Source: an optimization exercise on an open RTL-to-GDS flow (aim: small area, a short achievable clock period and few clock cycles per item). Production flows keep margins and buffers that such runs may drop.
In this exercise RTL edits were held to simulation tests only and were not proved equivalent to the original.
The clock port is modelled as an ideal driver, which makes a skipped or thinned clock tree look cheaper than it is; a real chip needs a root buffer or a tree.
Power and IR drop assume default switching activity.

Design fcodec, start of the top module:
module fcodec (
    input  wire        clk,
    input  wire        rst,
    input  wire        in_valid,
    output wire        in_ready,
    input  wire [2:0]  op,
    input  wire [7:0]  sig,
    input  wire [63:0] opa,
    output reg         out_valid,
    output reg  [31:0] res,
    output reg         frng,
    output reg  [1:0]  err
);
For scale: roughly 1,600 cells after synthesis, roughly 130 flip-flops, roughly 120 I/O pins, about 10,000 um2 of cells after synthesis.
export LEC_CHECK = 0
export ABC_AREA = 1
export CAP_MARGIN = 20
export CORE_MARGIN = 2
export CORE_UTILIZATION = 40
export SLEW_MARGIN = 20
create_clock -name core_clock -period 14.0 [get_ports {clk}]
standard.sh (not shown) runs the stock make flow with config.mk's settings and CLKGATE_MAP_FILE= SYNTH_SCRIPT=/design/flow/synth_recipe.tcl, a recipe that flattens the netlist after the stock synthesis.
==> flow/flow/run.sh <==
#!/bin/bash
# Layout flow: the standard ORFS flow (standard.sh: unchanged synthesis
# and steps) at the design's clock period and constraints, with these
# settings changed on the make command line:
#  - SETUP_SLACK_MARGIN: ORFS's timing repair aims for this setup slack
#    instead of 0, so the layout reaches a shorter period than the clock's;
#  - BUFFER_PORTS_ARGS: the port buffers are buf_1 cells (resized by the
#    repair where timing needs it) instead of the resizer's default pick;
#  - PRE_CTS_TCL: flow/clock_tree.tcl builds a balanced two-level clock tree
#    (4 + 8 clkbuf_16) in place of clock_tree_synthesis; the rest of ORFS's
#    CTS step (legalisation, timing repair) runs unchanged.
# The make output goes to orfs_make.log; each ORFS step also writes its own
# log under orfs/logs.
set -euo pipefail
bash standard.sh \
  SETUP_SLACK_MARGIN=10.45 \
  "BUFFER_PORTS_ARGS=-buffer_cell sky130_fd_sc_hd__buf_1" \
  "PRE_CTS_TCL=$PWD/flow/clock_tree.tcl" \
  finish > orfs_make.log 2>&1
Other scripts of this flow, unchanged in this note and not shown: flow/flow/clock_tree.tcl
The first run went through all stages and came out clean.
Testbench counts at the start, summed over its fixed seeds: cycles 32,024, items 32,000.
==> next run, changes <==
Settings changed: PLACE_DENSITY from default to 0.75.
Worst setup slack hardly moves. Via count stays flat. Power falls by 1.7%. Die area does not change. Hold slack got worse by 0.0097 ns. Combinational power falls by about 2%. Wire length shrinks by 6.8%. First-iteration DRC count rises by 33%.
==> next run, changes <==
Settings changed: ABC_AREA 1 to 0, PLACE_DENSITY 0.75 to default.
The changed run completed without violations.
Cell area climbs by roughly a tenth.
Combinational power climbs by about a fifth.
Worst setup slack gets worse by 0.34 ns.
Global-route usage climbs by 2.9 points.
Maximum frequency drops by a little under a tenth.
Wire length climbs by roughly a tenth.
Area after synthesis drops slightly.
Synthesized cell count drops by about a fifth.
==> next run, changes <==
Settings changed: ABC_AREA 0 to 1, PLACE_DENSITY from default to 0.85.
What happened:
- The changed run finished clean
- worst setup slack gains 0.33 ns
- fmax went up by 9.5%
- cell count goes up by 17%
- utilization went down by 5.7 points
- via count rises by 6.5%
- clock power rose by about 2%
- final area goes down by 10%
- combinational power drops by 15%
==> next run, changes <==
--- a/flow/flow/run.sh
+++ b/flow/flow/run.sh
@@ -1,6 +1,9 @@
 #!/bin/bash
-# Layout flow: the standard ORFS flow (standard.sh: unchanged synthesis
-# and steps) at the design's clock period and constraints, with these
-# settings changed on the make command line:
+# Layout flow: the standard ORFS flow (standard.sh) at the design's
+# clock period and constraints, with these settings changed on the make
+# command line:
+#  - SYNTH_SCRIPT: flow/mysynth.tcl, the standard synthesis with ABC's
+#    combinational mapping run with flow/map.abc (an area-oriented script)
+#    instead of ORFS's abc_area.script; registers are unchanged;
 #  - SETUP_SLACK_MARGIN: ORFS's timing repair aims for this setup slack
 #    instead of 0, so the layout reaches a shorter period than the clock's;
@@ -11,7 +14,10 @@
 #    CTS step (legalisation, timing repair) runs unchanged.
 # The make output goes to orfs_make.log; each ORFS step also writes its own
-# log under orfs/logs.
+# log under orfs/logs (synthesis: orfs/logs/.../1_2_yosys.log).
 set -euo pipefail
+export MAP_ABC="$PWD/flow/map.abc"
+export MAP_ABC_DELAY_PS=3000
 bash standard.sh \
+  "SYNTH_SCRIPT=$PWD/flow/mysynth.tcl" \
   SETUP_SLACK_MARGIN=10.45 \
   "BUFFER_PORTS_ARGS=-buffer_cell sky130_fd_sc_hd__buf_1" \
==> flow/flow/map.abc (new file) <==
strash; &get -n; &fraig -x; &put; scorr; dc2; dretime; strash; dch -f; map -a; topo; stime -c; upsize -c {D}; dnsize -c {D}
==> flow/flow/mysynth.tcl (new file) <==
# Synthesis: the standard synthesis script (the contents of
# synth_recipe.tcl, which runs ORFS's synth.tcl), with ABC's technology
# mapping of the combinational logic run with the script $MAP_ABC
# (flow/map.abc) instead of ORFS's abc_area.script. Yosys maps the registers
# before ABC runs, so they are the standard synthesis's.
proc synth {args} { yosys synth -nofsm -noshare {*}$args }
proc abc {args} {
  set out {}
  set skip 0
  foreach a $args {
    if { $skip } { set skip 0; continue }
    if { $a eq "-script" || $a eq "-D" } { set skip 1; continue }
    lappend out $a
  }
  yosys abc {*}$out -script $::env(MAP_ABC) -D $::env(MAP_ABC_DELAY_PS)
}
source $::env(SCRIPTS_DIR)/synth.tcl
# left out here: clear keep_hierarchy, flatten, clean up, hide names made inside functions, write 1_2_yosys.v
Settings changed: PLACE_DENSITY 0.85 to default.
Total power rose by 5.8%.
Core utilization rose by 6.0 points.
Global-route usage rose by 2.1 points.
Design area rose by 4.3%.
Sequential power barely changes.
==> next run, changes <==
==> flow/flow/run.sh (replaced) <==
#!/bin/bash
# Layout flow: the standard ORFS flow (standard.sh: unchanged synthesis
# and steps) at the design's clock period and constraints, with these
# settings changed on the make command line:
#  - SETUP_SLACK_MARGIN: ORFS's timing repair aims for this setup slack
#    instead of 0, so the layout reaches a shorter period than the clock's;
#  - BUFFER_PORTS_ARGS: the port buffers are buf_1 cells (resized by the
#    repair where timing needs it) instead of the resizer's default pick;
#  - PRE_CTS_TCL: flow/clock_tree.tcl builds a balanced two-level clock tree
#    (4 + 8 clkbuf_16) in place of clock_tree_synthesis; the rest of ORFS's
#    CTS step (legalisation, timing repair) runs unchanged.
# The make output goes to orfs_make.log; each ORFS step also writes its own
# log under orfs/logs.
set -euo pipefail
bash standard.sh \
  SETUP_SLACK_MARGIN=10.55 \
  "BUFFER_PORTS_ARGS=-buffer_cell sky130_fd_sc_hd__buf_1" \
  "PRE_CTS_TCL=$PWD/flow/clock_tree.tcl" \
  finish > orfs_make.log 2>&1
Settings changed: PLACE_DENSITY from default to 0.75.
removed: flow/flow/map.abc
removed: flow/flow/mysynth.tcl
- The new run completed with no timing, DRC or antenna violations
- total power went down by a few percent
- sequential share of layout area is higher by 0.79 points
- hold slack is about the same
- wire length shrinks by a few percent
- synthesized area rises by roughly a tenth
- setup slack gains 0.77 ns
- final area goes down by a few percent
In every run of this note, the design's own scripts or RTL, not TritonCTS, make the clock network.

[re-timing with driven ports]
No port has a modelled driver above. Below, the same layouts with a new extraction and two added sets of constraints. Step 1 (the two cells are an assumption about what drives the block):
set clk [get_ports {clk}]
set_driving_cell -lib_cell sky130_fd_sc_hd__clkbuf_16 $clk
set_driving_cell -lib_cell sky130_fd_sc_hd__buf_2 [delete_from_list [all_inputs] $clk]
Step 2 moves the port delays by t, midway between the first and last clock arrival at a register: inputs arrive t later, outputs are due t later. That takes back most of the time a late clock gives input paths. a / b / c = ideal ports / drivers / drivers and shift; a / b = the first two.
run | t, ns | setup WS [ns] | hold WS [ns] | worst setup path at the end | worst register clock-pin slew, ns
the first run | 0.397 | 10.476 / 10.357 / 10.296 | 0.332 / 0.332 / 0.332 | input to register | 0.09 / 0.09
the second run | 0.375 | 10.478 / 10.376 / 10.273 | 0.323 / 0.323 / 0.323 | input to register | 0.08 / 0.08
the third run | 0.384 | 10.141 / 10.141 / 10.141 | 0.331 / 0.331 / 0.331 | register to register | 0.08 / 0.08
the fourth run | 0.385 | 10.474 / 10.367 / 10.392 | 0.332 / 0.332 / 0.332 | input to register | 0.09 / 0.09
the fifth run | 0.371 | 9.709 / 9.709 / 9.709 | 0.328 / 0.328 / 0.328 | register to register | 0.07 / 0.07
the sixth run | 0.377 | 10.484 / 10.378 / 10.383 | 0.325 / 0.325 / 0.325 | input to register | 0.08 / 0.08
After both steps setup and hold are still met in every run listed. For the second run, which loses most, drivers alone change the setup slack by -0.102 ns; drivers and shift together by -0.205 ns.
